From an optimization exercise on the open Yosys and OpenROAD flow, aimed at small area, a short achievable clock period and few clock cycles; shortcuts taken in it are not production practice. In this exercise RTL edits were held to simulation tests only and were not proved equivalent to the original. No activity file was given, so power comes from the tool's default toggle rates.

==> flow/constraint.sdc <==
create_clock -name core_clock -period 12.0 [get_ports {clk}]
set_input_delay 2.4000 -clock core_clock [delete_from_list [all_inputs] [get_ports {clk}]]
set_output_delay 2.4000 -clock core_clock [all_outputs]
set_load 0.01 [all_outputs]
==> flow/design.v <==
module fcodec (
    input  wire        clk,
    input  wire        rst,
    input  wire        bus_req,
    input  wire        bus_we,
    input  wire [1:0]  bus_size,    
    input  wire [11:0] bus_addr,
    input  wire [31:0] bus_wdata,
    output wire        bus_ready,
    output reg  [31:0] bus_rdata,
    output wire        bus_err
);
    localparam [2:0] OP_NOP = 3'd0, OP_ENCODE = 3'd1, OP_DECODE = 3'd2, OP_VERIFY = 3'd3;
    localparam [3:0] ERR_OK = 4'd0, ERR_NAR = 4'd1, ERR_TRUNC = 4'd2, ERR_ILL = 4'd3;
    localparam [2:0] TAG_NONE = 3'd0, TAG_V = 3'd1, TAG_I = 3'd2, TAG_P = 3'd3,
                     TAG_STR = 3'd4, TAG_UNK = 3'd5;
    function [7:0] sum4;
        input [31:0] w;
        sum4 = w[7:0] + w[15:8] + w[23:16] + w[31:24];
    endfunction
    function prn;
        input [7:0] b;
        prn = (b >= 8'h20) && (b <= 8'h7E);
    endfunction
    function [2:0] pc4;
        input [31:0] w;
        pc4 = {2'd0, prn(w[7:0])} + {2'd0, prn(w[15:8])} +
              {2'd0, prn(w[23:16])} + {2'd0, prn(w[31:24])};
    endfunction
    function [6:0] inc7;
        input [6:0] a;
        integer n;
        begin
            for (n = 0; n < 7; n = n + 1)
                inc7[n] = a[n] ^ (&(a | ~((7'd1 << n) - 7'd1)));
        end
    endfunction
    function lt7;
        input [6:0] a, b;
        integer n;
        reg     eq;
        begin
            lt7 = 1'b0;
            eq  = 1'b1;
            for (n = 6; n >= 0; n = n - 1) begin
                lt7 = lt7 | (eq & !a[n] & b[n]);
                eq  = eq & (a[n] == b[n]);
            end
        end
    endfunction
    function [31:0] below;
        input [31:0] w;
        input [1:0]  n;
        below = w & ((32'd1 << (8 * n)) - 32'd1);
    endfunction
    reg  [2:0]  ctrl_op;
    reg  [1:0]  ctrl_sel;
    reg  [3:0]  st_err;
    reg         st_ok;
    reg         st_present;
    reg  [2:0]  st_lastop;
    reg  [31:0] enc_hdr;
    reg  [8:0]  tx_len;
    reg  [8:0]  rx_len;
    reg  [7:0]  res_reg;
    reg  [7:0]  res_len;
    reg  [2:0]  res_tag;
    reg  [31:0] res_val;
    reg  [8:0]  disp_len;
    reg  [7:0]  csum_calc;
    reg  [7:0]  csum_recv;
    reg  [32*65-1:0] tx_buf;
    reg  [32*65-1:0] rx_buf;
    reg  [28*64-1:0] disp_buf;
    reg  [6:0]  qa_tx, qa_rx;   reg [5:0] qa_dp;
    reg  [6:0]  qa1_tx, qa1_rx; reg [5:0] qa1_dp;    
    reg  [31:0] q_tx,  q_rx;    reg [27:0] q_dp;
    reg         qv_tx, qv_rx,   qv_dp;
    reg  [6:0]  na_tx, na_rx;   reg [5:0] na_dp;    
    reg  [31:0] tx_rd, rx_rd;
    reg  [27:0] dp_rd;
    integer k;
    always @(*) begin
        tx_rd = 32'd0;
        rx_rd = 32'd0;
        dp_rd = 28'd0;
        for (k = 0; k < 65; k = k + 1) begin
            tx_rd = tx_rd | ({32{na_tx == k}} & tx_buf[32*k +: 32]);
            rx_rd = rx_rd | ({32{na_rx == k}} & rx_buf[32*k +: 32]);
        end
        for (k = 0; k < 64; k = k + 1)
            dp_rd = dp_rd | ({28{na_dp == k}} & disp_buf[28*k +: 28]);
    end
    wire [9:0] boff = bus_addr[9:0];
    wire [7:0] word = boff[9:2];
    wire [6:0] w7   = word[6:0];
    wire misaligned = (bus_size == 2'd3) ||
                      (bus_size == 2'd1 && bus_addr[0]) ||
                      (bus_size == 2'd2 && bus_addr[1:0] != 2'b00);
    wire in_buf  = (boff[9:8] == 2'b00) || (boff[9:2] == 8'h40);        
    wire in_regs = (bus_addr[11:6] == 6'd0) && (!bus_addr[5] || bus_addr[4:2] == 3'd0);
    wire in_tx   = (bus_addr[11:10] == 2'b01) && in_buf;
    wire in_rx   = (bus_addr[11:10] == 2'b10) && in_buf;
    wire in_disp = (bus_addr[11:10] == 2'b11) && (boff[9:8] == 2'b00);
    wire len_big = (|bus_wdata[31:9]) ||
                   (bus_wdata[8] && ((|bus_wdata[7:3]) || (bus_wdata[2] && (|bus_wdata[1:0]))));
    wire [3:0] reg_idx = bus_addr[5:2];
    reg  access_err;
    always @(*) begin
        access_err = 1'b0;
        if (misaligned)
            access_err = 1'b1;
        else if (in_regs) begin
            if (bus_size != 2'd2)
                access_err = 1'b1;
            else if (bus_we) begin
                case (reg_idx)
                    4'd0, 4'd2: access_err = 1'b0;
                    4'd4:       access_err = len_big;
                    default:    access_err = 1'b1;
                endcase
            end
        end else if (in_tx || in_rx)
            access_err = 1'b0;
        else if (in_disp)
            access_err = bus_we;
        else
            access_err = 1'b1;
    end
    wire acc  = bus_req && !access_err;
    wire full = (bus_size == 2'd2);
    reg [3:0] lane_mask;
    always @(*) begin
        case (bus_size)
            2'd0:    lane_mask = 4'b0001 << bus_addr[1:0];
            2'd1:    lane_mask = 4'b0011 << bus_addr[1:0];
            default: lane_mask = 4'b1111;
        endcase
    end
    wire [31:0] lane_data = bus_wdata << (8 * bus_addr[1:0]);
    wire [31:0] lmask = {{8{lane_mask[3]}}, {8{lane_mask[2]}}, {8{lane_mask[1]}}, {8{lane_mask[0]}}};
    wire       to_next   = lane_mask[3];
    wire hit_tx = qv_tx && (w7 == qa_tx);
    wire hit_rx = qv_rx && (w7 == qa_rx);
    wire hit_dp = qv_dp && (word[5:0] == qa_dp);
    wire [7:0] rx0 = rx_buf[7:0];
    wire [7:0] rx1 = rx_buf[15:8];
    wire [7:0] rx2 = rx_buf[23:16];
    wire [7:0] rx3 = rx_buf[31:24];
    wire [7:0] enc_n = enc_hdr[31:24];
    wire [7:0] enc_r = enc_hdr[23:16];
    wire gate_ok   = (rx_len > 9'd6) && (rx0 == 8'hF0) && (rx1 == 8'hA1);
    wire is_float  = (rx2 == 8'hC1) || (rx2 == 8'hC2);
    wire is_triple = (rx2 == 8'hC3);
    wire is_string = (rx2 == 8'hDE) || (rx2 == 8'hDF) || (rx2 == 8'hE0);
    wire fits      = ({1'b0, rx3} + 9'd4) <= rx_len;
    reg  [6:0] tx_tw, rx_tw;
    reg  [1:0] tx_tb, rx_tb;
    reg        chk_present, str_ok;
    reg  [6:0]  tq;  reg [7:0] ts1, tw1, tw0;  reg tvalid;
    reg  [6:0]  rq;  reg [7:0] rs1, rw1, rw0;  reg rvalid;
    reg  [6:0]  tqm1, tqp1, rqm1, rqp1;    
    reg  [8:0]  rc1; reg [2:0] rcw1, rcw0;
    reg         tk_tx, tk_rx, tk_mok;
    reg  [6:0]  tk_w;
    reg  [31:0] tk_m;
    reg         fb_busy, fb_rx, fb_done;
    reg  [7:0]  fb_s;
    reg  [8:0]  fb_c;
    reg         cp_busy, cp_flush, cp_load;
    reg         enc_pend, dec_pend;    
    reg  [7:0]  enc_s;                 
    reg  [6:0]  cp_dw;           
    reg  [1:0]  cp_sc;           
    reg  [20:0] cp_stage;
    reg  txr_one, txr_m1, txr_0, txr_p1;      
    reg  rxr_one, rxr_m1, rxr_0, rxr_p1;
    wire tx_base_ok = txr_one || (fb_done && !fb_rx) || txr_m1 || txr_0 || txr_p1;
    wire rx_base_ok = rxr_one || (fb_done &&  fb_rx) || rxr_m1 || rxr_0 || rxr_p1;
    wire [7:0] tx_base  = txr_one ? 8'd0 : (fb_done && !fb_rx) ? fb_s :
                          txr_m1 ? ts1 : txr_0 ? ts1 + tw1 : ts1 + tw1 + tw0;
    wire [7:0] rx_base  = rxr_one ? 8'd0 : (fb_done &&  fb_rx) ? fb_s :
                          rxr_m1 ? rs1 : rxr_0 ? rs1 + rw1 : rs1 + rw1 + rw0;
    wire [8:0] rx_basec = rxr_one ? 9'd0 : (fb_done &&  fb_rx) ? fb_c :
                          rxr_m1 ? rc1 : rxr_0 ? rc1 + rcw1 : rc1 + rcw1 + rcw0;
    wire [31:0] tx_part   = below(q_tx, tx_tb);
    wire [31:0] rx_part   = below(q_rx, rx_tb);
    wire [7:0]  enc_sum   = (enc_r + enc_n + tx_base) + sum4(tx_part);
    wire [7:0]  chk_sum   = (rx2 + rx3 + rx_base) + sum4(rx_part);
    wire [7:0]  chk_recv  = q_rx[8*rx_tb +: 8];
    wire [8:0]  str_cnt   = rx_basec + {6'd0, pc4(rx_part)};
    wire        ctrl_wr  = acc && bus_we && in_regs && reg_idx == 4'd0;
    wire [2:0]  w_op     = bus_wdata[2:0];
    wire [1:0]  w_sel    = bus_wdata[5:4];
    wire        w_enc    = (w_op == OP_ENCODE);
    wire        w_chk    = (w_op == OP_VERIFY) || (w_op == OP_DECODE && w_sel != 2'd3);
    wire        w_dec    = (w_op == OP_DECODE && w_sel != 2'd3);
    reg         tx_at, rx_at;       
    wire        rx_need  = chk_present || (w_op == OP_DECODE && str_ok);
    reg         enc_go, chk_base, chk_data;
    wire        chk_go   = chk_base && (!rx_need || chk_data);
    wire        cmd_go   = w_enc ? enc_go : w_chk ? chk_go : 1'b1;
    wire        fb_tx_start = !fb_busy && !fb_done && w_enc && !tk_tx && !tx_base_ok;
    wire        fb_rx_start = !fb_busy && !fb_done && w_chk && !cp_busy && !tk_rx && rx_need && !rx_base_ok;
    wire dp_avail = !cp_busy || lt7({1'b0, qa_dp}, cp_dw);
    wire r_tx    = bus_addr[11:10] == 2'b01;
    wire r_rx    = bus_addr[11:10] == 2'b10;
    wire r_dp    = bus_addr[11:10] == 2'b11;
    wire is_ctrl = bus_we && bus_size == 2'd2 && bus_addr == 12'h000;
    wire st_tx   = bus_req && !bus_we && r_tx && !hit_tx;
    wire st_rx   = bus_req && r_rx && (cp_busy || (!bus_we && !hit_rx));
    wire st_dp   = bus_req && !bus_we && r_dp && (!hit_dp || !dp_avail);
    wire st_ctrl = bus_req && is_ctrl && !cmd_go;
    wire st_enc  = bus_req && enc_pend && (r_tx || is_ctrl || bus_addr == 12'h020);
    wire stall   = st_tx || st_rx || st_dp || st_ctrl || st_enc;
    assign bus_ready = bus_req && !stall;
    assign bus_err   = access_err;
    wire done    = acc && !stall;           
    wire cmd     = done && ctrl_wr;
    wire enc_cmp = cmd && w_enc;
    wire dec_cmp = cmd && w_dec;
    wire cp_start = dec_cmp && str_ok && str_cnt != 9'd0;
    wire tx_hw   = bus_req && bus_we && in_tx && !misaligned;
    wire rx_hw   = bus_req && bus_we && in_rx && !misaligned && !cp_busy;
    wire hdr_wr  = done && bus_we && in_regs && reg_idx == 4'd2;
    wire len_wr  = done && bus_we && in_regs && reg_idx == 4'd4;
    wire [31:0] tx_merged = (q_tx & ~lmask) | (lane_data & lmask);
    wire [31:0] rx_merged = (q_rx & ~lmask) | (lane_data & lmask);
    wire        tx_mok    = full || hit_tx;
    wire        rx_mok    = full || hit_rx;
    wire [7:0]  tk_ms     = sum4(tk_m);
    wire [2:0]  tk_mc     = pc4(tk_m);
    wire [6:0] cp_last = (rx_tb == 2'd0) ? rx_tw - 7'd1 : rx_tw;   
    reg  [3:0] cp_v;
    reg  [2:0] cp_pos [0:3];
    reg  [2:0] cp_tot;
    reg  [6:0] cp_win [0:6];
    integer i, j;
    always @(*) begin
        for (j = 0; j < 4; j = j + 1)
            cp_v[j] = prn(q_rx[8*j +: 8]) &&
                      ((qa_rx < rx_tw) || (qa_rx == rx_tw && j < rx_tb));
        cp_pos[0] = {1'b0, cp_sc};
        for (j = 1; j < 4; j = j + 1)
            cp_pos[j] = cp_pos[j-1] + {2'd0, cp_v[j-1]};
        cp_tot = cp_pos[3] + {2'd0, cp_v[3]};
        for (i = 0; i < 7; i = i + 1) begin
            cp_win[i] = (i < 3 && i < cp_sc) ? cp_stage[7*(i % 3) +: 7] : 7'd0;
            for (j = 0; j < 4; j = j + 1)
                if (cp_v[j] && cp_pos[j] == i)
                    cp_win[i] = q_rx[8*j +: 7];
        end
    end
    wire cp_step  = cp_busy && !cp_flush && !cp_load;
    wire cp_wr    = (cp_step && cp_tot[2]) || (cp_busy && cp_flush);
    wire [27:0] cp_wdata = cp_flush ? {7'd0, cp_stage} :
                           {cp_win[3], cp_win[2], cp_win[1], cp_win[0]};
    always @(*) begin
        if (fb_busy && !fb_rx)
            na_tx = (qa_tx == tx_tw - 7'd1) ? tx_tw : qa_tx + 7'd1;
        else if (bus_req && r_tx)
            na_tx = !hit_tx ? w7 : to_next ? qa1_tx : qa_tx;
        else if (bus_req && bus_we && bus_addr == 12'h008)
            na_tx = {1'b0, bus_wdata[31:26]} + 7'd1;    
        else if (bus_req && is_ctrl && w_enc)
            na_tx = fb_tx_start ? 7'd1 : tx_tw;
        else if (enc_pend)
            na_tx = 7'd0;                                
        else
            na_tx = qa_tx;
        if (cp_busy)
            na_rx = cp_load ? 7'd1 : cp_flush ? qa_rx : (qa_rx == cp_last) ? 7'd0 : qa_rx + 7'd1;
        else if (fb_busy && fb_rx)
            na_rx = (qa_rx == rx_tw - 7'd1) ? rx_tw : qa_rx + 7'd1;
        else if (bus_req && r_rx)
            na_rx = !hit_rx ? w7 : to_next ? qa1_rx : qa_rx;
        else if (bus_req && bus_we && bus_addr == 12'h010)
            na_rx = rx_tw;                               
        else if (bus_req && is_ctrl && w_chk)
            na_rx = fb_rx_start ? 7'd1 : rx_tw;
        else
            na_rx = qa_rx;
        if (bus_req && !bus_we && r_dp)
            na_dp = !(hit_dp && dp_avail) ? word[5:0] : to_next ? qa1_dp : qa_dp;
        else if (dec_pend)
            na_dp = 6'd0;
        else
            na_dp = qa_dp;
    end
    wire [8:0]  dp_base = {1'b0, na_dp, 2'b00};
    wire [27:0] dp_keep = {{7{(dp_base + 9'd3) < disp_len}}, {7{(dp_base + 9'd2) < disp_len}},
                           {7{(dp_base + 9'd1) < disp_len}}, {7{ dp_base         < disp_len}}};
    wire        rx0_wr  = rx_hw && w7 == 7'd0;
    wire [7:0]  n_enc_n = rst ? 8'd0 : hdr_wr ? bus_wdata[31:24] : enc_n;
    wire [8:0]  n_rxlen = rst ? 9'd0 : len_wr ? bus_wdata[8:0] : rx_len;
    wire [7:0]  n_rx0   = (rx0_wr && lane_mask[0]) ? lane_data[7:0]   : rx0;
    wire [7:0]  n_rx1   = (rx0_wr && lane_mask[1]) ? lane_data[15:8]  : rx1;
    wire [7:0]  n_rx2   = (rx0_wr && lane_mask[2]) ? lane_data[23:16] : rx2;
    wire [7:0]  n_rx3   = (rx0_wr && lane_mask[3]) ? lane_data[31:24] : rx3;
    wire [6:0]  n_tx_tw = {1'b0, n_enc_n[7:2]} + 7'd1;
    wire [6:0]  n_rx_tw = {1'b0, n_rx3[7:2]} + 7'd1;
    reg  [6:0] tq_n, tqm1_n, tqp1_n, rq_n, rqm1_n, rqp1_n;
    reg        tvalid_n, rvalid_n;
    always @(*) begin
        tq_n = tq; tqm1_n = tqm1; tqp1_n = tqp1; tvalid_n = tvalid;
        rq_n = rq; rqm1_n = rqm1; rqp1_n = rqp1; rvalid_n = rvalid;
        if (rst) begin
            tq_n = 7'd1; tqm1_n = 7'd0; tqp1_n = 7'd2; tvalid_n = 1'b0;
            rq_n = 7'd1; rqm1_n = 7'd0; rqp1_n = 7'd2; rvalid_n = 1'b0;
        end else begin
            if (tk_tx) begin
                if (tk_w == 7'd1) begin
                    tq_n = 7'd1; tqm1_n = 7'd0; tqp1_n = 7'd2; tvalid_n = tk_mok;
                end else if (tvalid) begin
                    if (tk_w == tqm1 || tk_w == tq) begin
                        if (!tk_mok) tvalid_n = 1'b0;
                    end else if (tk_w == tqp1) begin
                        if (tk_mok) begin tq_n = tk_w; tqm1_n = tq; tqp1_n = tk_w + 7'd1; end
                    end else if (tk_w < tq)
                        tvalid_n = 1'b0;
                end
            end
            if (enc_cmp && tx_tw <= tq)
                tvalid_n = 1'b0;
            if (tk_rx) begin
                if (tk_w == 7'd1) begin
                    rq_n = 7'd1; rqm1_n = 7'd0; rqp1_n = 7'd2; rvalid_n = tk_mok;
                end else if (rvalid) begin
                    if (tk_w == rqm1 || tk_w == rq) begin
                        if (!tk_mok) rvalid_n = 1'b0;
                    end else if (tk_w == rqp1) begin
                        if (tk_mok) begin rq_n = tk_w; rqm1_n = rq; rqp1_n = tk_w + 7'd1; end
                    end else if (tk_w < rq)
                        rvalid_n = 1'b0;
                end
            end
        end
    end
    wire fb_end    = fb_busy && (fb_rx ? (qa_rx == rx_tw - 7'd1) : (qa_tx == tx_tw - 7'd1));
    wire fb_go     = !fb_busy && bus_req && is_ctrl && (fb_tx_start || fb_rx_start);
    wire fb_busy_n = !rst && (fb_busy ? !fb_end : fb_go);
    wire fb_done_n = !rst && (fb_end || (fb_done && !cmd));
    wire fb_rx_n   = !rst && (fb_go ? fb_rx_start : fb_rx);
    wire cp_busy_n = !rst && (cp_busy ? !(!cp_load && (cp_flush || (qa_rx == cp_last && cp_tot[1:0] == 2'd0)))
                                      : cp_start);
    wire tk_tx_n   = !rst && tx_hw && w7 != 7'd0;
    wire tk_rx_n   = !rst && rx_hw && w7 != 7'd0;
    wire txr_one_n = n_tx_tw == 7'd1;
    wire txr_n     = tvalid_n && (n_tx_tw == tqm1_n || n_tx_tw == tq_n || n_tx_tw == tqp1_n);
    wire rxr_one_n = n_rx_tw == 7'd1;
    wire rxr_n     = rvalid_n && (n_rx_tw == rqm1_n || n_rx_tw == rq_n || n_rx_tw == rqp1_n);
    wire tx_at_n   = !rst && !enc_cmp && !enc_pend && na_tx == n_tx_tw;
    wire rx_at_n   = !rst && na_rx == n_rx_tw;
    always @(posedge clk) begin
        enc_go   <= !fb_busy_n && !tk_tx_n && tx_at_n &&
                    (txr_one_n || (fb_done_n && !fb_rx_n) || txr_n);
        chk_base <= !fb_busy_n && !cp_busy_n;
        chk_data <= !tk_rx_n && rx_at_n &&
                    (rxr_one_n || (fb_done_n && fb_rx_n) || rxr_n);
        tq <= tq_n; tqm1 <= tqm1_n; tqp1 <= tqp1_n; tvalid <= tvalid_n;
        rq <= rq_n; rqm1 <= rqm1_n; rqp1 <= rqp1_n; rvalid <= rvalid_n;
        txr_one <= n_tx_tw == 7'd1;
        txr_m1  <= tvalid_n && n_tx_tw == tqm1_n;
        txr_0   <= tvalid_n && n_tx_tw == tq_n;
        txr_p1  <= tvalid_n && n_tx_tw == tqp1_n;
        rxr_one <= n_rx_tw == 7'd1;
        rxr_m1  <= rvalid_n && n_rx_tw == rqm1_n;
        rxr_0   <= rvalid_n && n_rx_tw == rq_n;
        rxr_p1  <= rvalid_n && n_rx_tw == rqp1_n;
        tx_at <= tx_at_n;
        rx_at <= rx_at_n;
        tx_tw <= n_tx_tw;
        tx_tb <= n_enc_n[1:0];
        rx_tw <= n_rx_tw;
        rx_tb <= n_rx3[1:0];
        chk_present <= (n_rxlen >= 9'd4) && (n_rxlen >= 9'd5 + {1'b0, n_rx3});
        str_ok      <= (n_rxlen > 9'd6) && (n_rx0 == 8'hF0) && (n_rx1 == 8'hA1) &&
                       ((n_rx2 == 8'hDE) || (n_rx2 == 8'hDF) || (n_rx2 == 8'hE0)) &&
                       (({1'b0, n_rx3} + 9'd4) <= n_rxlen);
    end
    always @(posedge clk) begin
        qa_tx <= na_tx;
        qa_rx <= na_rx;
        qa_dp <= na_dp;
        qa1_tx <= inc7(na_tx);
        qa1_rx <= inc7(na_rx);
        qa1_dp <= na_dp + 6'd1;
        q_tx  <= (tx_hw && na_tx == w7) ? ((tx_rd & ~lmask) | (lane_data & lmask)) : tx_rd;
        q_rx  <= (rx_hw && na_rx == w7) ? ((rx_rd & ~lmask) | (lane_data & lmask)) : rx_rd;
        q_dp  <= ((cp_wr && cp_dw[5:0] == na_dp) ? cp_wdata : dp_rd) & dp_keep;
        tk_w  <= w7;
        tk_mok <= in_tx ? tx_mok : rx_mok;
        tk_m  <= in_tx ? tx_merged : rx_merged;
        if (rst) begin
            ctrl_op    <= 3'd0;
            ctrl_sel   <= 2'd0;
            st_err     <= 4'd0;
            st_ok      <= 1'b0;
            st_present <= 1'b0;
            st_lastop  <= 3'd0;
            enc_hdr    <= 32'd0;
            tx_len     <= 9'd0;
            rx_len     <= 9'd0;
            res_reg    <= 8'd0;
            res_len    <= 8'd0;
            res_tag    <= TAG_NONE;
            res_val    <= 32'd0;
            disp_len   <= 9'd0;
            csum_calc  <= 8'd0;
            csum_recv  <= 8'd0;
            qv_tx <= 1'b0; qv_rx <= 1'b0; qv_dp <= 1'b0;
            ts1 <= 8'd0; tw1 <= 8'd0; tw0 <= 8'd0;
            rs1 <= 8'd0; rw1 <= 8'd0; rw0 <= 8'd0;
            rc1 <= 9'd0; rcw1 <= 3'd0; rcw0 <= 3'd0;
            tk_tx <= 1'b0; tk_rx <= 1'b0;
            fb_busy <= 1'b0; fb_rx <= 1'b0; fb_done <= 1'b0; fb_s <= 8'd0; fb_c <= 9'd0;
            enc_pend <= 1'b0; dec_pend <= 1'b0; cp_load <= 1'b0;
            cp_busy <= 1'b0; cp_flush <= 1'b0; cp_dw <= 7'd0; cp_sc <= 2'd0; cp_stage <= 21'd0;
        end else begin
            qv_tx <= !enc_cmp && !enc_pend;
            qv_rx <= 1'b1;
            qv_dp <= !dec_cmp;
            enc_pend <= enc_cmp;
            if (enc_pend)
                csum_calc <= enc_s;
            dec_pend <= dec_cmp;
            if (hdr_wr)
                enc_hdr <= bus_wdata;
            if (len_wr)
                rx_len <= bus_wdata[8:0];
            if (cmd) begin
                ctrl_op   <= w_op;
                ctrl_sel  <= w_sel;
                st_lastop <= w_op;
                fb_done   <= 1'b0;
                case (w_op)
                OP_NOP: begin
                    st_err <= ERR_OK; st_ok <= 1'b0; st_present <= 1'b0;
                end
                OP_ENCODE: begin
                    tx_len     <= {1'b0, enc_n} + 9'd5;
                    enc_s      <= enc_sum;
                    csum_recv  <= 8'd0;
                    st_err     <= ERR_OK;
                    st_ok      <= 1'b0;
                    st_present <= 1'b0;
                end
                OP_DECODE, OP_VERIFY: begin
                    if (!w_chk) begin
                        st_err <= ERR_ILL; st_ok <= 1'b0; st_present <= 1'b0;
                    end else begin
                        if (chk_present) begin
                            csum_calc  <= chk_sum;
                            csum_recv  <= chk_recv;
                            st_ok      <= (chk_sum == chk_recv);
                            st_present <= 1'b1;
                        end else begin
                            csum_calc  <= 8'd0;
                            csum_recv  <= 8'd0;
                            st_ok      <= 1'b0;
                            st_present <= 1'b0;
                        end
                        st_err <= ERR_OK;
                        if (w_op == OP_DECODE) begin
                            res_reg  <= 8'd0;
                            res_len  <= 8'd0;
                            res_tag  <= TAG_NONE;
                            res_val  <= 32'd0;
                            disp_len <= 9'd0;
                            if (!gate_ok) begin
                                st_err <= ERR_NAR;
                            end else begin
                                res_reg <= rx2;
                                res_len <= rx3;
                                if (is_float) begin
                                    if (!fits || rx3 < 8'd4)
                                        st_err <= ERR_TRUNC;
                                    else begin
                                        res_val <= rx_buf[63:32];
                                        res_tag <= (rx2 == 8'hC1) ? TAG_V : TAG_I;
                                    end
                                end else if (is_triple) begin
                                    if (!fits || rx3 < 8'd12)
                                        st_err <= ERR_TRUNC;
                                    else begin
                                        case (w_sel)
                                            2'd0:    res_val <= rx_buf[63:32];
                                            2'd1:    res_val <= rx_buf[95:64];
                                            default: res_val <= rx_buf[127:96];
                                        endcase
                                        res_tag <= TAG_V + {1'b0, w_sel};
                                    end
                                end else if (is_string) begin
                                    if (!fits)
                                        st_err <= ERR_TRUNC;
                                    else begin
                                        res_tag  <= TAG_STR;
                                        disp_len <= str_cnt;
                                    end
                                end else begin
                                    res_tag <= TAG_UNK;
                                end
                            end
                        end
                    end
                end
                default: begin
                    st_err <= ERR_ILL; st_ok <= 1'b0; st_present <= 1'b0;
                end
                endcase
            end
            tk_tx <= tx_hw && w7 != 7'd0;
            tk_rx <= rx_hw && w7 != 7'd0;
            if (tk_tx) begin
                if (tk_w == 7'd1) begin
                    ts1 <= 8'd0; tw1 <= 8'd0; tw0 <= tk_ms;
                end else if (tvalid && tk_mok) begin
                    if (tk_w == tqm1)
                        tw1 <= tk_ms;
                    else if (tk_w == tq)
                        tw0 <= tk_ms;
                    else if (tk_w == tqp1) begin
                        ts1 <= ts1 + tw1; tw1 <= tw0; tw0 <= tk_ms;
                    end
                end
            end
            if (tk_rx) begin
                if (tk_w == 7'd1) begin
                    rs1 <= 8'd0; rw1 <= 8'd0; rw0 <= tk_ms;
                    rc1 <= 9'd0; rcw1 <= 3'd0; rcw0 <= tk_mc;
                end else if (rvalid && tk_mok) begin
                    if (tk_w == rqm1) begin
                        rw1 <= tk_ms; rcw1 <= tk_mc;
                    end else if (tk_w == rq) begin
                        rw0 <= tk_ms; rcw0 <= tk_mc;
                    end else if (tk_w == rqp1) begin
                        rs1 <= rs1 + rw1; rw1 <= rw0; rw0 <= tk_ms;
                        rc1 <= rc1 + {6'd0, rcw1}; rcw1 <= rcw0; rcw0 <= tk_mc;
                    end
                end
            end
            if (fb_busy) begin
                fb_s <= fb_s + sum4(fb_rx ? q_rx : q_tx);
                fb_c <= fb_c + {6'd0, pc4(q_rx)};
                if (fb_rx ? (qa_rx == rx_tw - 7'd1) : (qa_tx == tx_tw - 7'd1)) begin
                    fb_busy <= 1'b0;
                    fb_done <= 1'b1;
                end
            end else if (bus_req && is_ctrl && (fb_tx_start || fb_rx_start)) begin
                fb_busy <= 1'b1; fb_rx <= fb_rx_start; fb_s <= 8'd0; fb_c <= 9'd0;
            end
            if (cp_busy) begin
                if (cp_wr)
                    cp_dw <= cp_dw + 7'd1;
                if (cp_load)
                    cp_load <= 1'b0;
                else if (cp_flush) begin
                    cp_flush <= 1'b0;
                    cp_busy  <= 1'b0;
                end else begin
                    cp_sc    <= cp_tot[1:0];
                    cp_stage <= cp_tot[2] ? {cp_win[6], cp_win[5], cp_win[4]}
                                          : {cp_win[2], cp_win[1], cp_win[0]};
                    if (qa_rx == cp_last) begin
                        if (cp_tot[1:0] != 2'd0)
                            cp_flush <= 1'b1;
                        else
                            cp_busy <= 1'b0;
                    end
                end
            end else if (cp_start) begin
                cp_busy  <= 1'b1;
                cp_load  <= 1'b1;
                cp_flush <= 1'b0;
                cp_dw    <= 7'd0;
                cp_sc    <= 2'd0;
            end
        end
    end
    wire [31:0] tx_ldata = enc_pend ? {4{enc_s}} : lane_data;
    genvar g, b;
    generate
        for (g = 0; g < 65; g = g + 1) begin : g_tx
            for (b = 0; b < 4; b = b + 1) begin : g_b
                wire host_we = tx_hw && w7 == g && lane_mask[b];
                if (g == 0) begin : g_hdr
                    always @(posedge clk)
                        if (host_we || enc_cmp)
                            tx_buf[32*g + 8*b +: 8] <= enc_cmp ? enc_hdr[8*b +: 8] : lane_data[8*b +: 8];
                end else begin : g_pl
                    wire enc_we = enc_pend && tx_tw == g && tx_tb == b;
                    always @(posedge clk)
                        if (host_we || enc_we)
                            tx_buf[32*g + 8*b +: 8] <= tx_ldata[8*b +: 8];
                end
            end
        end
        for (g = 0; g < 65; g = g + 1) begin : g_rx
            for (b = 0; b < 4; b = b + 1) begin : g_b
                wire host_we = rx_hw && w7 == g && lane_mask[b];
                always @(posedge clk)
                    if (host_we)
                        rx_buf[32*g + 8*b +: 8] <= lane_data[8*b +: 8];
            end
        end
        for (g = 0; g < 64; g = g + 1) begin : g_disp
            always @(posedge clk)
                if (cp_wr && cp_dw[5:0] == g)
                    disp_buf[28*g +: 28] <= cp_wdata;
        end
    endgenerate
    function [31:0] reg_val;
        input integer n;
        case (n)
            0:       reg_val = {26'd0, ctrl_sel, 1'b0, ctrl_op};
            1:       reg_val = {21'd0, st_lastop, 2'b00, st_present, st_ok, st_err};
            2:       reg_val = enc_hdr;
            3:       reg_val = {23'd0, tx_len};
            4:       reg_val = {23'd0, rx_len};
            5:       reg_val = {13'd0, res_tag, res_len, res_reg};
            6:       reg_val = res_val;
            7:       reg_val = {23'd0, disp_len};
            default: reg_val = {16'd0, csum_recv, csum_calc};
        endcase
    endfunction
    wire [31:0] dp_word = {1'b0, q_dp[27:21], 1'b0, q_dp[20:14], 1'b0, q_dp[13:7], 1'b0, q_dp[6:0]};
    wire rg = bus_addr[11:10] == 2'b00;
    wire [3:0] lsel = 4'b0001 << bus_addr[1:0];
    reg  [31:0] rd_reg, rd_buf;
    always @(*) begin
        rd_reg = 32'd0;
        for (k = 0; k < 9; k = k + 1)
            if (rg && (k == 8 ? bus_addr[5] : bus_addr[5:2] == k))
                rd_reg = rd_reg | reg_val(k);
        rd_buf = 32'd0;
        for (k = 0; k < 4; k = k + 1) begin
            if (lsel[k]) begin
                if (r_tx) rd_buf[7:0] = rd_buf[7:0] | q_tx[8*k +: 8];
                if (r_rx) rd_buf[7:0] = rd_buf[7:0] | q_rx[8*k +: 8];
                if (r_dp) rd_buf[7:0] = rd_buf[7:0] | dp_word[8*k +: 8];
            end
        end
        if (bus_size != 2'd0) begin
            if (r_tx) rd_buf[15:8] = bus_addr[1] ? q_tx[31:24] : q_tx[15:8];
            if (r_rx) rd_buf[15:8] = bus_addr[1] ? q_rx[31:24] : q_rx[15:8];
            if (r_dp) rd_buf[15:8] = bus_addr[1] ? dp_word[31:24] : dp_word[15:8];
        end
        if (bus_size == 2'd2) begin
            if (r_tx) rd_buf[31:16] = q_tx[31:16];
            if (r_rx) rd_buf[31:16] = q_rx[31:16];
            if (r_dp) rd_buf[31:16] = dp_word[31:16];
        end
        bus_rdata = rd_reg | rd_buf;
    end
endmodule
==> flow/run.sh <==
#!/bin/bash
# synth_recipe.tcl (not shown) runs the flow's synth.tcl, then flattens the netlist and writes it again
# the make line also repeats each setting of config.mk as NAME=value (left out here)
make -C /OpenROAD-flow-scripts/flow DESIGN_CONFIG=/design/flow/config.mk WORK_HOME=/design/flow/orfs CLKGATE_MAP_FILE= SYNTH_SCRIPT=/design/flow/synth_recipe.tcl finish
==> flow/config.mk <==
export PLATFORM = sky130hd
export DESIGN_NAME = fcodec
export DESIGN_NICKNAME = fcodec
export VERILOG_FILES = /design/flow/design.v
export SDC_FILE = /design/flow/constraint.sdc
export NUM_CORES = 8
export LEC_CHECK = 0
export CAP_MARGIN = 30
export CORE_MARGIN = 2
export CORE_UTILIZATION = 40
export CTS_CLUSTER_DIAMETER = 100
export CTS_CLUSTER_SIZE = 20
export PLACE_DENSITY = 0.5
export SETUP_SLACK_MARGIN = 5
export SLEW_MARGIN = 30
==> impl_metrics.toml, run 1 <==
[run_status]
status = "complete, no violations"

[clocking]
worstSkewPairLatency_ns = 1.16
path_clk_slew_ns = 0.09
cts_sinks = 6463
hold_buffers = 0
cts-buffers-inserted = 369
htree_levels = 5
cts_tree = "built"
cts_buffer_depth = 4
root_buffer = "clkbuf_16"

[yosys]
synth_area_um2 = 258000
ys.flop_type = "edfxtp_1"
synth_edf_count = 5928
async_flop_share = 0
ys_ff_latch = 6463
avgSynthCellArea_um2 = 14.9
synth_cell_types = 106
yosysWarnings = 3
ys_seq_area_frac = 0.733
netlist_instances = 17300

[floorplanning]
die_height_um = 806
fp.dieW_um = 806
coreArea_um2 = 641000
fp.dieArea_um2 = 650000
rows = 294
num_io_pins = 84
initial_core_util = 0.402

[detailed_routing]
drt-total-wl_um = 1450000
detail_route.vias_per_cell = 7.17
drt-initial-drc-count = 41200
routedWlPerCell_um = 53.1
firstDrtPassIters = 10
num_vias = 195000
drc = 0
ant_nets = 0

[critical_path]
r2r_cells = 23
cp-end-kind = "primary output"
critPathRequiredTime_ns = 9.60
r2r_slack_ns = 4.97
cp-start-kind = "input port"
timing.rr.start = "tx_tw[0]"
cp_max_fo = 5
r2r-end = "q_tx[12]"
critPathArrivalTime_ns = 5.06
critPathKind = "input port to primary output"

[timing]
slew_violations = 0
finalCriticalPeriod_ns = 7.46
setup_viol = 0
period_share = 0.622
clock_skew_ns = 0.119
timing.hold.ws_ns = 0.450
hold_violations = 0
rsz0062_at_grt = "yes"
slew-limit-headroom = 0.156
clock.fmax_mhz = 134
fin_setup_tns_ns = 0
tightest_slew_ns = 1.25

[final_layout]
reg.largest.list = "tx_buf (2080), rx_buf (2079), disp_buf (1792)"
final_nets = 18700
utilization = 0.464
largest_register_ffs = 2080
area_growth_syn_to_layout_pct = 15.6
largest_register = "tx_buf"
drive_gt1_frac = 0.178

[grt]
antenna_found_initial = 164
grt_use_met3 = 0.148
grt_util_met2 = 0.622
gr-total-overflow = 0
grt_busiest_layer = "met2"
grt_pass1_vias = 173000
grt_pass1_wl_um = 1830000
grt.met1_usage = 0.549
grt_usage = 0.431
grt_max_degree = 70

[min_path]
min_path_type = "flip-flop to flip-flop"
hold_depth = 2
hold_end = "res_tag[2]"
worstHoldStart = "res_tag[2]"

[power]
max-vdd-ir-drop_uv = 156
powerDensity_nw_per_um2 = 154
power_leakage_nw = 93.7

[placement]
post-dp-hpwl_um = 973000
gp_congestion = 1.04
port_buffers = 83

[job]
maxCapViolCount = 0
## cell families (layout without fill, tap and decap cells)
group | after synthesis | count (layout) | synth area share
AOI/OAI and AO/OA | 4637 | 4637 | 0.133
and+or+nand+nor | 3983 | 3985 | 0.0732
buffers and inverters | 1297 | 2521 | 0.0195
xor gates and xnor gates | 307 | 307 | 0.0104
other | 1 | 116 | 0.0000146
muxes | 310 | 310 | 0.0131
adders and majority gates | 302 | 302 | 0.0179
DFF | 6463 | 6463 | 0.733
## critical path: stages
cell and delay (ns):
buf_16 0.13, buf_12 0.14, mux2_4 0.32, a22oi_2 0.22, o22ai_2 0.13, a221oi_4 0.46, nand4_1 0.82, buf_2 0.42
## area by class of cell
class	instances	area (um2)
flip-flops and latches	6463	189000
clock buffers	557	10100
clock inverters	41	704
well taps	8584	10700
multi-input cells	9543	71100
inverters	279	1150
fillers	56300	344000
repair buffers	1644	14800
diodes	114	285
## power breakdown
part	total (mW)	switching, mW	internal (mW)
Sequential	25.3	0.459	24.9
Clock	13.9	7.95	5.91
Combinational	6.65	4.92	1.73
Total	45.8	13.3	32.5
## cells in the final DEF (no fill, tap or decap), drive strengths merged, types with 209 or more instances in the layout
cell type	count
edfxtp	5928
a22oi	1749
buf	1579
nand2	1183
nor2	1026
clkbuf	564
dfxtp	535
a22o	523
a221oi	485
a21oi	481
nand3	463
nand4	375
o21ai	337
nor3	337
o22ai	309
inv	277
mux2i	209
## metal layers
| layer | vias up | routed length, um | part of all wire |
|---|---|---|---|
| met5 | - | 600 | 0.00041 |
| met4 | 64 | 125000 | 0.086 |
| met3 | 4191 | 204000 | 0.14 |
| met2 | 18300 | 606000 | 0.42 |
| met1 | 101000 | 512000 | 0.35 |
| li1 | 71500 | - | - |
## cells in the mapped netlist (27+ instances only)
cell type	n	area share
and4_1	31	0.0011
xnor2_1	200	0.0068
nor2_1	1022	0.015
a32oi_1	59	0.0020
nand4_1	375	0.0091
inv_1	262	0.0038
a221oi_1	485	0.016
a21o_1	29	0.00085
nand3_1	461	0.0090
a22oi_1	1749	0.051
dfxtp_1	535	0.042
a221o_1	27	0.0010
nand2b_1	50	0.0012
and3_1	97	0.0024
buf_1	84	0.0012
a2111oi_0	54	0.0018
nor4_1	132	0.0032
mux2_2	89	0.0039
a21oi_1	481	0.0093
a211oi_1	90	0.0026
clkbuf_1	820	0.012
o2bb2ai_1	27	0.00092
mux2i_1	208	0.0081
nand2_1	1183	0.017
o21ai_0	319	0.0062
edfxtp_1	5928	0.69
xor2_1	107	0.0036
o211ai_1	70	0.0020
and2_1	56	0.0014
ha_1	189	0.0092
fa_1	112	0.0087
or3_1	39	0.00095
a31oi_1	115	0.0028
buf_2	107	0.0021
nor3_1	329	0.0064
or4_1	33	0.00096
a22o_1	523	0.018
a222oi_1	58	0.0023
o22ai_1	309	0.0075
nor2b_1	51	0.0012
## worst max path at each step
| stage | to | slack [ns] | startpoint |
|---|---|---|---|
| global route | q_rx[0] | 4.69 | bus_wdata[4] |
| CTS | bus_rdata[2] | 4.67 | bus_addr[0] |
| global placement | q_tx[8] | 1.11 | bus_size[1] |
| floorplan | q_tx[10] | 5.01 | bus_addr[1] |
| finish | bus_rdata[2] | 4.54 | bus_addr[10] |
| detailed placement | q_rx[20] | 1.30 | bus_size[1] |
## metrics by stage
step | area, um2 | cells | power (mW) | setup WS [ns]
2_1_floorplan | 258000 | 17300 | 28.2 | 5.01
3_3_place_gp | 278000 | 26100 | 31.7 | 1.11
3_5_place_dp | 280000 | 26200 | 31.7 | 1.30
4_1_cts | 296000 | 27000 | 45.3 | 4.67
5_1_grt | 297000 | 27100 | 46.4 | 4.69
6_report | 298000 | 27200 | 45.8 | 4.54
## repair_timing
action,CTS,global route
pin swaps,162,76
gates resized for setup,635,224
endpoints found under the setup margin,1879,214
setup buffers,271,62
cloned,7,0
Testbench counts, summed over its fixed seeds: cycles 138,024.
==> run 2, diff against run 1 <==
--- a/flow/config.mk
+++ b/flow/config.mk
@@ -10,6 +10,7 @@
 export CORE_UTILIZATION = 40
 export CTS_CLUSTER_DIAMETER = 100
 export CTS_CLUSTER_SIZE = 20
+export GPL_ROUTABILITY_DRIVEN = 0
 export PLACE_DENSITY = 0.5
 export SETUP_SLACK_MARGIN = 5
 export SLEW_MARGIN = 30
==> impl_metrics.toml, run 2 <==
[yosys]
netlist_instances = 17300
synth_xor_area_frac = 0.0104
yosys-top-cells-count = "5928 x edfxtp_1, 1749 x a22oi_1, 1183 x nand2_1"
yosysTopAreaCellShare = 0.691
synth_cell_types = 106
synth_top_family_by_area = "compound AO/OA/AOI/OAI gates"
synth_edf_count = 5928
async_flop_share = 0
ys.flop_type = "edfxtp_1"
ys_seq_area_frac = 0.733
synth_area_leaders = "edfxtp_1 69%, a22oi_1 5.1%, dfxtp_1 4.2%"
synth-simple-area-share = 0.0732
synthAdderAreaFrac = 0.0179
synth_top_area_cell = "edfxtp_1"
avgSynthCellArea_um2 = 14.9
ys_ff_latch = 6463
synth-compound-area-share = 0.133
muxShareOfSynthArea = 0.0131
yosysWarnings = 3
yosysMostFrequentCell = "edfxtp_1"
synth_area_um2 = 258000

[timing]
clock.fmax_mhz = 132
timing.hold.ws_ns = 0.442
tightest_slew_ns = 1.31
rsz0062_at_grt = "yes"
slew-limit-headroom = 0.125
slew_violations = 0
clock_skew_ns = 0.139
fin_setup_tns_ns = 0
period_share = 0.629
setup_viol = 0
hold_violations = 0
finalCriticalPeriod_ns = 7.55

[critical_path]
critPathArrivalTime_ns = 5.15
cp_max_fo = 4
cp-start-kind = "input port"
slowest_delay_ns = 0.92
critPathSlowestCell = "nand4_1"
cp-end-kind = "primary output"
r2r-end = "q_rx[22]"
critPathKind = "input port to primary output"
r2r_slack_ns = 4.66
critPathRequiredTime_ns = 9.60
cpMostUsedCell = "buf_12"
timing.rr.start = "rx_tb[0]"
r2r_cells = 18
crit_chain = "buf_16, buf_12, clkinvlp_4, nand2_4, nor3_4, buf_6, buf_12, a222oi_1, nand4_1, buf_2"

[clocking]
htree_levels = 5
hold_buffers = 0
worstSkewPairLatency_ns = 1.18
cts_tree = "built"
path_clk_slew_ns = 0.09
cts-buffers-inserted = 366
root_buffer = "clkbuf_16"
cts_buffer_depth = 4
cts_sinks = 6463

[power]
max-vdd-ir-drop_uv = 140
powerDensity_nw_per_um2 = 154
power_leakage_nw = 93.3

[detailed_routing]
drt-total-wl_um = 1380000
num_vias = 195000
detail_route.vias_per_cell = 7.20
drt-initial-drc-count = 41400
firstDrtPassIters = 12
ant_nets = 0
routedWlPerCell_um = 50.9
drc = 0

[min_path]
worstHoldStart = "res_tag[2]"
min_path_type = "flip-flop to flip-flop"
hold_depth = 2
hold_end = "res_tag[2]"

[floorplanning]
rows = 294
fp.dieArea_um2 = 650000
num_io_pins = 84
initial_core_util = 0.402
fp.dieW_um = 806
coreArea_um2 = 641000
die_height_um = 806

[final_layout]
mostFrequentLayoutCells = "5928 x edfxtp_1, 1727 x a22oi_1, 1282 x buf_4, 1114 x nand2_1, 678 x nor2_1"
drive_gt1_frac = 0.172
largest_register_ffs = 2080
area_growth_syn_to_layout_pct = 15.0
largest_register = "tx_buf"
fillers = 56100
final_nets = 18600
reg.largest.list = "tx_buf (2080), rx_buf (2079), disp_buf (1792)"
final_common_cell = "edfxtp_1"

[job]
maxCapViolCount = 0

[grt]
gr-total-overflow = 0
antenna_found_initial = 147
grt_max_degree = 96
grt_pass1_vias = 173000
grt_pass1_wl_um = 1760000
grt_usage = 0.411

[placement]
post-dp-hpwl_um = 909000
port_buffers = 83

[run_status]
status = "complete, no violations"
==> run 2: layer usage <==
metal | part of all wire | track usage
met1 | 0.34 | 0.505
met2 | 0.41 | 0.581
met3 | 0.15 | 0.161
met4 | 0.10 | 0.315
met5 | 0.00083 | 0.00986
==> run 2: timing repair <==
| item | CTS | global route |
|---|---|---|
| buffers inserted | 219 | 83 |
| pin swaps | 138 | 73 |
| resized for setup | 565 | 259 |
| gates cloned | 6 | 3 |
| setup endpoints to repair | 1923 | 734 |
==> run 2: worst max path at each step <==
| stage | start | to | slack [ns] | depth (start not counted) |
|---|---|---|---|---|
| 2_1_floorplan | bus_addr[1] | q_tx[10] | 5.01 | 23 |
| 6_report | bus_addr[5] | bus_rdata[3] | 4.45 | 10 |
| 4_1_cts | bus_addr[2] | bus_rdata[5] | 4.67 | 8 |
| 3_5_place_dp | bus_size[0] | q_rx[16] | 2.04 | 19 |
| 3_3_place_gp | bus_wdata[2] | q_tx[8] | 1.50 | 19 |
| 5_1_grt | bus_addr[5] | bus_rdata[3] | 4.68 | 10 |
==> run 2: layout make-up <==
cell class	count	area (um2)	area share
Clock buffer	567	10000	0.0338
Multi-Input combinational cell	9544	70800	0.239
Antenna cell	112	280	0.000947
Sequential cell	6463	189000	0.638
Timing Repair inverter	1	8.76	0.0000296
Clock inverter	40	606	0.00205
Inverter	279	1160	0.00392
Timing Repair Buffer	1561	13700	0.0464
Tap cell	8584	10700	0.0363
==> run 2: logic make-up after synthesis <==
| group | after synthesis |
|---|---|
| xor+xnor | 307 |
| other cells | 1 |
| compound gates | 4637 |
| buf+inv | 1297 |
| mux | 310 |
| fa+ha+maj | 302 |
| simple gates | 3983 |
| flops | 6463 |
==> run 2: per-stage QoR <==
| stage | area [um2] | cells | setup slack (ns) | total power, mW | util |
|---|---|---|---|---|---|
| finish | 296000 | 27200 | 4.45 | 45.5 | 0.462 |
| global route | 296000 | 27100 | 4.68 | 46.1 | 0.461 |
| global placement | 278000 | 26100 | 1.50 | 31.5 | 0.433 |
| CTS | 294000 | 26900 | 4.67 | 44.9 | 0.458 |
| floorplan | 258000 | 17300 | 5.01 | 28.2 | - |
| detailed placement | 279000 | 26100 | 2.04 | 31.6 | 0.435 |
==> run 2: worst max-delay path, delay by kind of cell <==
kind | cells | cell delay [ns]
buffers and inverters | 6 | 1.08
AO/OA/AOI/OAI | 1 | 0.54
AND/OR/NAND/NOR | 3 | 1.10
==> run 2: power by group <==
group | internal, mW | total [mW] | switching, mW | leakage (nW)
Combinational | 1.67 | 6.52 | 4.84 | 31.5
Sequential | 24.9 | 25.3 | 0.444 | 56.7
Clock | 5.85 | 13.7 | 7.86 | 5.06
==> run 3, diff against run 2 <==
--- a/flow/config.mk
+++ b/flow/config.mk
@@ -10,7 +10,7 @@
 export CORE_UTILIZATION = 40
 export CTS_CLUSTER_DIAMETER = 100
 export CTS_CLUSTER_SIZE = 20
-export GPL_ROUTABILITY_DRIVEN = 0
 export PLACE_DENSITY = 0.5
 export SETUP_SLACK_MARGIN = 5
 export SLEW_MARGIN = 30
+export TNS_END_PERCENT = 30
==> impl_metrics.toml, run 3 <==
[timing]
hold_violations = 0
slew_violations = 0
finalCriticalPeriod_ns = 7.38
clock_skew_ns = 0.124
clock.fmax_mhz = 136
setup_viol = 0
fin_setup_tns_ns = 0
period_share = 0.615
slew-limit-headroom = 0.204
tightest_slew_ns = 1.19
timing.hold.ws_ns = 0.451
rsz0062_at_grt = "yes"

[critical_path]
r2r_slack_ns = 4.92
crit_start = "bus_addr[9]"
r2r_cells = 20
cp-end-kind = "flip-flop"
critPathRequiredTime_ns = 12.98
r2r-end = "disp_buf[307]"
cpMostUsedCell = "buf_4"
timing.rr.start = "q_rx[5]"
crit_chain = "dlygate4sd2_1, and4b_4, buf_4, nand4_1, buf_4, a31oi_1, a221o_1, o211a_4, clkinv_2, nor2_2, buf_4, nand2_1, o32ai_1, a221oi_1, nand3_1, nor4_1, a21oi_1"
cp-start-kind = "input port"
slowest_delay_ns = 0.71
cp_max_fo = 14
critPathArrivalTime_ns = 8.35
critPathSlowestCell = "nor2_2"
critPathKind = "input port to flip-flop"

[yosys]
synth_area_um2 = 258000
ys.flop_type = "edfxtp_1"
synth_edf_count = 5928
synth_cell_types = 106
yosys-top-cells-count = "5928 x edfxtp_1, 1749 x a22oi_1, 1183 x nand2_1"
yosysMostFrequentCell = "edfxtp_1"
ys_ff_latch = 6463
netlist_instances = 17300
yosysWarnings = 3
avgSynthCellArea_um2 = 14.9
synth_top_area_cell = "edfxtp_1"
synth_area_leaders = "edfxtp_1 69%, a22oi_1 5.1%, dfxtp_1 4.2%"
async_flop_share = 0
yosysTopAreaCellShare = 0.691
ys_seq_area_frac = 0.733

[job]
maxCapViolCount = 0

[final_layout]
largest_register = "tx_buf"
seq_area_um2 = 189000
reg.largest.list = "tx_buf (2080), rx_buf (2079), disp_buf (1792)"
final_cell_area_um2 = 298000
final_nets = 18700
fillers = 56500
drive_gt1_frac = 0.178
area_growth_syn_to_layout_pct = 15.7
multiInputGateArea_um2 = 70500
fin_cells = 27400
largest_register_ffs = 2080
mostFrequentLayoutCells = "5928 x edfxtp_1, 1735 x a22oi_1, 1386 x buf_4, 1116 x nand2_1, 662 x nor2_1"
final_common_cell = "edfxtp_1"

[power]
max-vdd-ir-drop_uv = 170
power.total_mw = 45.9
power_leakage_nw = 94.0
powerDensity_nw_per_um2 = 154

[detailed_routing]
ant_nets = 0
num_vias = 195000
firstDrtPassIters = 10
routedWlPerCell_um = 52.4
detail_route.vias_per_cell = 7.13
drt-total-wl_um = 1430000
drc = 0
drt-initial-drc-count = 40100

[clocking]
path_clk_slew_ns = 0.10
cts_buffer_depth = 4
cts-buffers-inserted = 371
worstSkewPairLatency_ns = 1.15
cts_tree = "built"
root_buffer = "clkbuf_16"
cts_sinks = 6463
htree_levels = 5

[floorplanning]
fp.dieW_um = 806
initial_core_util = 0.402
coreArea_um2 = 641000
rows = 294
die_height_um = 806
num_io_pins = 84
fp.dieArea_um2 = 650000

[min_path]
min_path_type = "flip-flop to flip-flop"
hold_depth = 2
hold_end = "res_tag[2]"
worstHoldStart = "res_tag[2]"

[run_status]
status = "complete, no violations"

[grt]
grt_pass1_wl_um = 1820000
gr-total-overflow = 0
grt_use_met3 = 0.158
antenna_found_initial = 169
grt_pass1_vias = 174000
grt_busiest_layer = "met2"
grt.met1_usage = 0.531
grt_util_met2 = 0.607
grt_usage = 0.427
grt_max_degree = 138

[placement]
gp_congestion = 1.04
post-dp-hpwl_um = 971000
postPlaceCellArea_um2 = 280000
place_inst = 26200
port_buffers = 83
[run 3: changes by cell type in the layout (fill, tap and decap cells not counted), moves of 16 or more]
cell,previous run,this run
buf_4,1282,1386
diode_2,112,151
o22ai_1,199,169
clkbuf_1,197,225
buf_12,70,97
o22ai_2,94,121
nor2_1,678,662
[run 3: repair_timing]
| action | in CTS | in global routing |
|---|---|---|
| setup buffers | 260 | 74 |
| pin swaps | 141 | 48 |
| gates cloned | 10 | 3 |
| hold buffers | 0 | 0 |
| resized for setup | 555 | 133 |
| endpoints found under the setup margin | 1936 | 604 |
[run 3: worst max path at each step]
stage,to,slack (ns)
3_5_place_dp,q_rx[14],1.88
3_3_place_gp,q_tx[15],1.54
2_1_floorplan,disp_buf[1000],4.46
5_1_grt,bus_rdata[2],4.81
6_report,q_rx[29],4.62
4_1_cts,bus_rdata[8],4.80
[run 3: report_power, final]
| part | leakage (nW) | total (mW) | switching, mW | internal [mW] |
|---|---|---|---|---|
| clock network | 5.24 | 14.0 | 7.95 | 6.03 |
| registers | 56.7 | 25.3 | 0.412 | 24.9 |
| logic | 32.1 | 6.66 | 4.95 | 1.71 |
| total | 94.0 | 45.9 | 13.3 | 32.6 |
[run 3: critical path, delay by kind of cell]
family / cells / cell delay, ns
AO/OA/AOI/OAI: 6 / 1.96
AND/OR/NAND/NOR: 6 / 2.23
buffers and inverters: 5 / 1.68
[run 3: metrics by stage]
step           utilization  setup WS [ns]
6_report             0.465           4.62
5_1_grt              0.464           4.81
4_1_cts              0.461           4.80
3_5_place_dp         0.437           1.88
3_3_place_gp         0.435           1.54
2_1_floorplan            -           4.46
[run 3: cells by family (layout without fill, tap and decap cells)]
family / count (synthesis) / after routing / share of synthesized area
other cells: 1 / 153 / 0.0000146
xor+xnor: 307 / 307 / 0.0104
compound gates: 4637 / 4637 / 0.133
buf+inv: 1297 / 2629 / 0.0195
mux: 310 / 310 / 0.0131
flops: 6463 / 6463 / 0.733
simple gates: 3983 / 3984 / 0.0732
fa+ha+maj: 302 / 302 / 0.0179
[run 3: final cells by class]
type                            count  share of cell area
Inverter                          279             0.00378
Tap cell                         8584              0.0361
Clock buffer                      604              0.0346
Timing Repair Buffer             1700              0.0516
Multi-Input combinational cell   9542               0.237
Antenna cell                      151             0.00127
Clock inverter                     46             0.00234
Sequential cell                  6463               0.634
[run 3: routing by layer]
| layer | share of wire | vias to the layer above |
|---|---|---|
| li1 | - | 71600 |
| met1 | 0.35 | 101000 |
| met2 | 0.42 | 18200 |
| met3 | 0.14 | 4523 |
| met4 | 0.094 | 86 |
| met5 | 0.00064 | - |
==> run 4, diff against run 3 <==
--- a/flow/config.mk
+++ b/flow/config.mk
@@ -7,10 +7,9 @@
 export LEC_CHECK = 0
 export CAP_MARGIN = 30
 export CORE_MARGIN = 2
-export CORE_UTILIZATION = 40
+export CORE_UTILIZATION = 47
 export CTS_CLUSTER_DIAMETER = 100
 export CTS_CLUSTER_SIZE = 20
-export PLACE_DENSITY = 0.5
+export PLACE_DENSITY = 0.58
 export SETUP_SLACK_MARGIN = 5
 export SLEW_MARGIN = 30
-export TNS_END_PERCENT = 30
==> impl_metrics.toml, run 4 <==
[placement]
postPlaceCellArea_um2 = 278000
post-dp-hpwl_um = 923000
port_buffers = 83
place_ws_ns = 1.85
place_inst = 24800
gp_congestion = 1.09

[critical_path]
r2r_cells = 16
critPathArrivalTime_ns = 5.13
cp_max_fo = 5
cp-end-kind = "primary output"
critPathKind = "input port to primary output"
critPathRequiredTime_ns = 9.60
cp-start-kind = "input port"
r2r-end = "disp_buf[975]"
r2r_slack_ns = 5.04
timing.rr.start = "q_rx[1]"

[min_path]
hold_end = "res_tag[2]"
min_path_type = "flip-flop to flip-flop"
hold_depth = 2
worstHoldStart = "res_tag[2]"

[yosys]
ys_ff_latch = 6463
synth_top_family_by_area = "compound AO/OA/AOI/OAI gates"
synth_area_leaders = "edfxtp_1 69%, a22oi_1 5.1%, dfxtp_1 4.2%"
yosysMostFrequentCell = "edfxtp_1"
synth_area_um2 = 258000
synth_xor_area_frac = 0.0104
synthAdderAreaFrac = 0.0179
synth_cell_types = 106
yosys-top-cells-count = "5928 x edfxtp_1, 1749 x a22oi_1, 1183 x nand2_1"
yosysTopAreaCellShare = 0.691
netlist_instances = 17300
async_flop_share = 0
ys_seq_area_frac = 0.733
yosysWarnings = 3
synth-compound-area-share = 0.133
synth_edf_count = 5928
ys.flop_type = "edfxtp_1"
synth-simple-area-share = 0.0732
avgSynthCellArea_um2 = 14.9
synth_top_area_cell = "edfxtp_1"
muxShareOfSynthArea = 0.0131

[detailed_routing]
detail_route.vias_per_cell = 7.67
drc = 0
firstDrtPassIters = 21
ant_nets = 0
num_vias = 200000
drt-initial-drc-count = 44300
routedWlPerCell_um = 52.7
drt-total-wl_um = 1370000

[grt]
antenna_found_initial = 161
grt_max_degree = 70
grt_use_met3 = 0.220
grt_pass1_vias = 175000
grt_util_met2 = 0.673
grt_busiest_layer = "met2"
grt_pass1_wl_um = 1750000
grt.met1_usage = 0.568
grt_usage = 0.482
gr-total-overflow = 0

[timing]
timing.hold.ws_ns = 0.447
slew_violations = 0
finalCriticalPeriod_ns = 7.53
clock.fmax_mhz = 133
setup_viol = 0
clock_skew_ns = 0.0996
slew-limit-headroom = 0.178
setup_slack_ns = 4.47
tightest_slew_ns = 1.23
rsz0062_at_grt = "yes"
hold_violations = 0
period_share = 0.628
fin_setup_tns_ns = 0

[final_layout]
largest_register_ffs = 2080
final_cell_area_um2 = 296000
final_nets = 18700
area_growth_syn_to_layout_pct = 14.9
fin_cells = 26100
drive_gt1_frac = 0.177
utilization = 0.543
fillers = 44300
reg.largest.list = "tx_buf (2080), rx_buf (2079), disp_buf (1792)"
mostFrequentLayoutCells = "5928 x edfxtp_1, 1728 x a22oi_1, 1383 x buf_4, 1121 x nand2_1, 676 x nor2_1"
largest_register = "tx_buf"
final_common_cell = "edfxtp_1"

[power]
max-vdd-ir-drop_uv = 148
clkPwrFrac = 0.302
power.total_mw = 45.7
power_leakage_nw = 93.9
powerDensity_nw_per_um2 = 154
p_comb_frac = 0.144
seqPwrFrac = 0.554
power.internal_mw = 32.5
p_switching_mw = 13.2
p_sw_frac = 0.288

[floorplanning]
rows = 271
num_io_pins = 84
fp.dieW_um = 744
coreArea_um2 = 545000
fp.dieArea_um2 = 554000
initial_core_util = 0.472
die_height_um = 744

[run_status]
status = "complete, no violations"

[clocking]
worstSkewPairLatency_ns = 1.14
cts_tree = "built"
path_clk_slew_ns = 0.10
htree_levels = 5
root_buffer = "clkbuf_16"
cts-buffers-inserted = 368
hold_buffers = 0
cts_buffer_depth = 4
cts_sinks = 6463

[job]
maxCapViolCount = 0
-- run 4: cell count changes in the layout (fill, tap and decap cells not counted), sizes merged --
cell,delta
diode,+69
clkbuf,-22
buf,-8
clkdlybuf4s50,-7
dlygate4sd2,+7
clkdlybuf4s15,-5
dlymetal6s2s,+3
inv,-3
bufbuf,-2
clkdlybuf4s18,-2
clkinv,+2
clkinvlp,-1
nor2,+1
-- run 4: area by class of cell --
class,instances,area [um2],share of cell area
diodes,220,551,0.00186
clock buffers,580,10100,0.0341
clock inverters,44,781,0.00264
inverters,279,1120,0.00380
multi-input cells,9543,70600,0.238
flip-flops and latches,6463,189000,0.638
well taps,7234,9050,0.0306
repair buffers,1688,14900,0.0505
-- run 4: timing repair --
action,4_1_cts,5_1_grt
cloned,9,0
gates resized for setup,562,231
setup endpoints to repair,1942,795
buffers inserted,260,94
pin swaps,122,71
-- run 4: power by group through the flow --
stage	logic [mW]	registers, mW	clock network, mW
final	6.58	25.3	13.8
after CTS	5.98	25.2	13.6
after detailed placement	5.78	25.8	0
after floorplan	2.65	25.5	0
after global routing	6.51	25.3	14.3
after global placement	5.72	25.8	0
-- run 4: per-layer routing --
| metal | wire, um | share of wire |
|---|---|---|
| met5 | 1930 | 0.0014 |
| met4 | 148000 | 0.11 |
| met3 | 227000 | 0.17 |
| met2 | 558000 | 0.41 |
| met1 | 438000 | 0.32 |
-- run 4: how the worst max path moves through the flow --
stage / startpoint / endpoint / slack (ns) / depth (start not counted)
after detailed placement: bus_size[0] / q_rx[2] / 1.85 / 19
final: bus_addr[11] / bus_rdata[6] / 4.47 / 10
after floorplan: bus_addr[1] / q_tx[10] / 5.01 / 23
after CTS: bus_size[1] / bus_ready / 4.44 / 9
after global placement: bus_wdata[2] / q_rx[8] / 1.57 / 19
after global routing: bus_addr[10] / bus_rdata[4] / 4.64 / 9
-- run 4: kinds of logic after synthesis --
logic type                 after synthesis
muxes                                  310
adders and majority gates              302
other                                    1
AOI/OAI and AO/OA                     4637
DFF                                   6463
and+or+nand+nor                       3983
buffers and inverters                 1297
xor gates and xnor gates               307
-- run 4: worst max-delay path, stage by stage --
cell,delay [ns]
buf_12,0.10
buf_12,0.11
or2_4,0.21
buf_12,0.14
nor3_4,0.04
buf_12,0.12
buf_16,0.12
a222oi_1,0.86
nand4_1,0.67
buf_2,0.35
==> run 5, diff against run 4 <==
==> flow/config.mk (replaced) <==
export PLATFORM = sky130hd
export DESIGN_NAME = fcodec
export DESIGN_NICKNAME = fcodec
export VERILOG_FILES = /design/flow/design.v
export SDC_FILE = /design/flow/constraint.sdc
export NUM_CORES = 8
export LEC_CHECK = 0
export CAP_MARGIN = 40
export CORE_MARGIN = 2
export CORE_UTILIZATION = 40
export CTS_CLUSTER_DIAMETER = 100
export CTS_CLUSTER_SIZE = 20
export PLACE_DENSITY = 0.5
export SETUP_SLACK_MARGIN = 5
export SLEW_MARGIN = 65
==> impl_metrics.toml, run 5 <==
[critical_path]
crit_start = "bus_size[0]"
crit_chain = "dlygate4sd2_1, buf_8, nor4b_4, buf_4, buf_4, nand3_1, nor4_4, a21oi_1, o211a_1, a211o_4, buf_4, buf_4, nand4_1, buf_4, nor2_4, buf_4, buf_4, buf_4, a22o_1, nor4_1, nand4_1, o32a_1"
timing.rr.start = "rx_tw[5]"
critPathArrivalTime_ns = 8.19
cp_max_fo = 15
cp-end-kind = "flip-flop"
slowest_delay_ns = 0.47
cpMostUsedCell = "buf_4"
critPathSlowestCell = "nand4_1"
cp-start-kind = "input port"
critPathKind = "input port to flip-flop"
critPathRequiredTime_ns = 13.01

[clocking]
worstSkewPairLatency_ns = 1.14
cts_sinks = 6463
htree_levels = 5
cts-buffers-inserted = 368
root_buffer = "clkbuf_16"
cts_tree = "built"
cts_buffer_depth = 4
path_clk_slew_ns = 0.09

[grt]
grt_max_degree = 68
grt_pass1_vias = 177000
grt_usage = 0.431
antenna_found_initial = 150
gr-total-overflow = 0
grt_pass1_wl_um = 1840000

[run_status]
status = "complete, no violations"

[timing]
slew_violations = 0
hold_violations = 0
period_share = 0.598
setup_viol = 0
rsz0062_at_grt = "yes"
finalCriticalPeriod_ns = 7.18
fin_setup_tns_ns = 0
clock.fmax_mhz = 139
tightest_slew_ns = 0.682
slew-limit-headroom = 0.543
clock_skew_ns = 0.111

[placement]
gp_congestion = 1.04
port_buffers = 83
post-dp-hpwl_um = 1030000
postPlaceCellArea_um2 = 293000

[final_layout]
area_growth_syn_to_layout_pct = 19.7
reg.largest.list = "tx_buf (2080), rx_buf (2079), disp_buf (1792)"
final_common_cell = "edfxtp_1"
drive_gt1_frac = 0.225
mostFrequentLayoutCells = "5928 x edfxtp_1, 1731 x a22oi_1, 1262 x buf_4, 1025 x nand2_1, 575 x nor2_1"
multiInputGateArea_um2 = 74300
final_nets = 19300
largest_register = "tx_buf"
final_cell_area_um2 = 308000
seq_area_um2 = 189000
largest_register_ffs = 2080
fillers = 55300

[yosys]
avgSynthCellArea_um2 = 14.9
async_flop_share = 0
yosysWarnings = 3
synth_cell_types = 106
synth_edf_count = 5928
yosys-top-cells-count = "5928 x edfxtp_1, 1749 x a22oi_1, 1183 x nand2_1"
ys_ff_latch = 6463
yosysMostFrequentCell = "edfxtp_1"
synth_area_um2 = 258000
synth_area_leaders = "edfxtp_1 69%, a22oi_1 5.1%, dfxtp_1 4.2%"
synth_top_area_cell = "edfxtp_1"
ys.flop_type = "edfxtp_1"
yosysTopAreaCellShare = 0.691
netlist_instances = 17300
ys_seq_area_frac = 0.733

[power]
max-vdd-ir-drop_uv = 150
power.total_mw = 46.1
powerDensity_nw_per_um2 = 149
power_leakage_nw = 98.2

[detailed_routing]
num_vias = 198000
detail_route.vias_per_cell = 7.09
firstDrtPassIters = 7
drt-initial-drc-count = 39500
drc = 0
drt-total-wl_um = 1450000
routedWlPerCell_um = 52.0
ant_nets = 0

[floorplanning]
rows = 294
die_height_um = 806
fp.dieW_um = 806
num_io_pins = 84
initial_core_util = 0.402
fp.dieArea_um2 = 650000
coreArea_um2 = 641000

[job]
maxCapViolCount = 0

[min_path]
worstHoldStart = "res_tag[2]"
min_path_type = "flip-flop to flip-flop"
run 5: worst paths after layout:
path | to | depth (start not counted) | slack, ns
setup / recovery | q_tx[12] | 22 | 4.82
hold / removal | res_tag[2] | 2 | 0.44
setup reg to reg | disp_buf[261] | 19 | 5.14
hold reg to reg | res_tag[2] | 2 | 0.44
run 5: cells by family after synthesis:
logic type	Yosys count	share of synthesized area
compound gates	4637	0.133
xor+xnor	307	0.0104
fa+ha+maj	302	0.0179
buf+inv	1297	0.0195
flops	6463	0.733
mux	310	0.0131
other cells	1	0.0000146
simple gates	3983	0.0732
run 5: final cells by class:
class | instances | share of cell area
clock inverters | 39 | 0.00178
well taps | 8584 | 0.0348
repair buffers | 2282 | 0.0725
multi-input cells | 9542 | 0.241
diodes | 97 | 0.000787
flip-flops and latches | 6463 | 0.612
clock buffers | 562 | 0.0328
inverters | 279 | 0.00371
run 5: per-stage QoR:
stage / utilization / setup WS [ns] / hold slack (ns) / cells
floorplan: - / 5.01 / 0.416 / 17300
global placement: 0.434 / 1.11 / 0.425 / 26100
detailed placement: 0.457 / 2.32 / 0.430 / 26900
CTS: 0.477 / 4.73 / 0.442 / 27600
global route: 0.481 / 4.94 / 0.480 / 27800
finish: 0.481 / 4.82 / 0.440 / 27800
run 5: report_power, final:
part	leakage, nW	internal [mW]	switching (mW)
registers	56.7	24.9	0.452
logic	36.4	1.92	5.00
clock network	5.10	5.92	7.90
total	98.2	32.7	13.4
run 5: timing repair:
action                     CTS  global route
resized for setup          321           142
cloned                       6             3
pin swaps                   61            50
hold endpoints to repair     0             0
buffers inserted            99            53
setup endpoints to repair  695           347
hold buffers                 0             0
run 5: per-layer routing:
layer / up-vias / global-route usage / routed length, um
li1: 72700 / - / -
met4: 68 / 0.299 / 131000
met1: 102000 / 0.547 / 509000
met5: - / 0.000950 / 469
met2: 18400 / 0.621 / 604000
met3: 4503 / 0.148 / 203000
run 5: critical path, delay by kind of cell:
kind	cells	cell delay, ns
AOI/OAI and AO/OA	5	1.47
buffers and inverters	10	2.18
and+or+nand+nor	7	2.06

-- what the ideal ports hide --
The results above use ideal ports. As a check the final layouts listed here were re-extracted and re-timed, cells and wires unchanged. Step 1 assumes that a clkbuf_16 drives the clock port and a buf_2 every other input. Step 2 times the ports against the registers' clock, not the clock port: input delays grow and output delays shrink by t, the midpoint of the rising clock arrivals with the driver on. Three values: ideal ports, drivers, drivers and shift; two values: the first two.
run | t, ns | setup slack, ns | worst hold slack (ns) | worst data-port slew with drivers (ns)
run 1 | 1.237 | 4.536 / 4.379 / 3.595 | 0.450 / 0.450 / 0.450 | 0.45
run 2 | 1.240 | 4.450 / 4.186 / 3.473 | 0.442 / 0.442 / 0.442 | 0.41
run 3 | 1.253 | 4.624 / 4.445 / 3.416 | 0.451 / 0.451 / 0.451 | 0.43
run 4 | 1.226 | 4.466 / 4.145 / 3.521 | 0.447 / 0.447 / 0.447 | 0.44
run 5 | 1.230 | 4.823 / 4.640 / 3.676 | 0.440 / 0.440 / 0.440 | 0.43
After both steps every run listed still meets setup and hold. The setup slack of run 3, which loses most, moves by -0.179 ns with the drivers and by -1.208 ns with both steps.
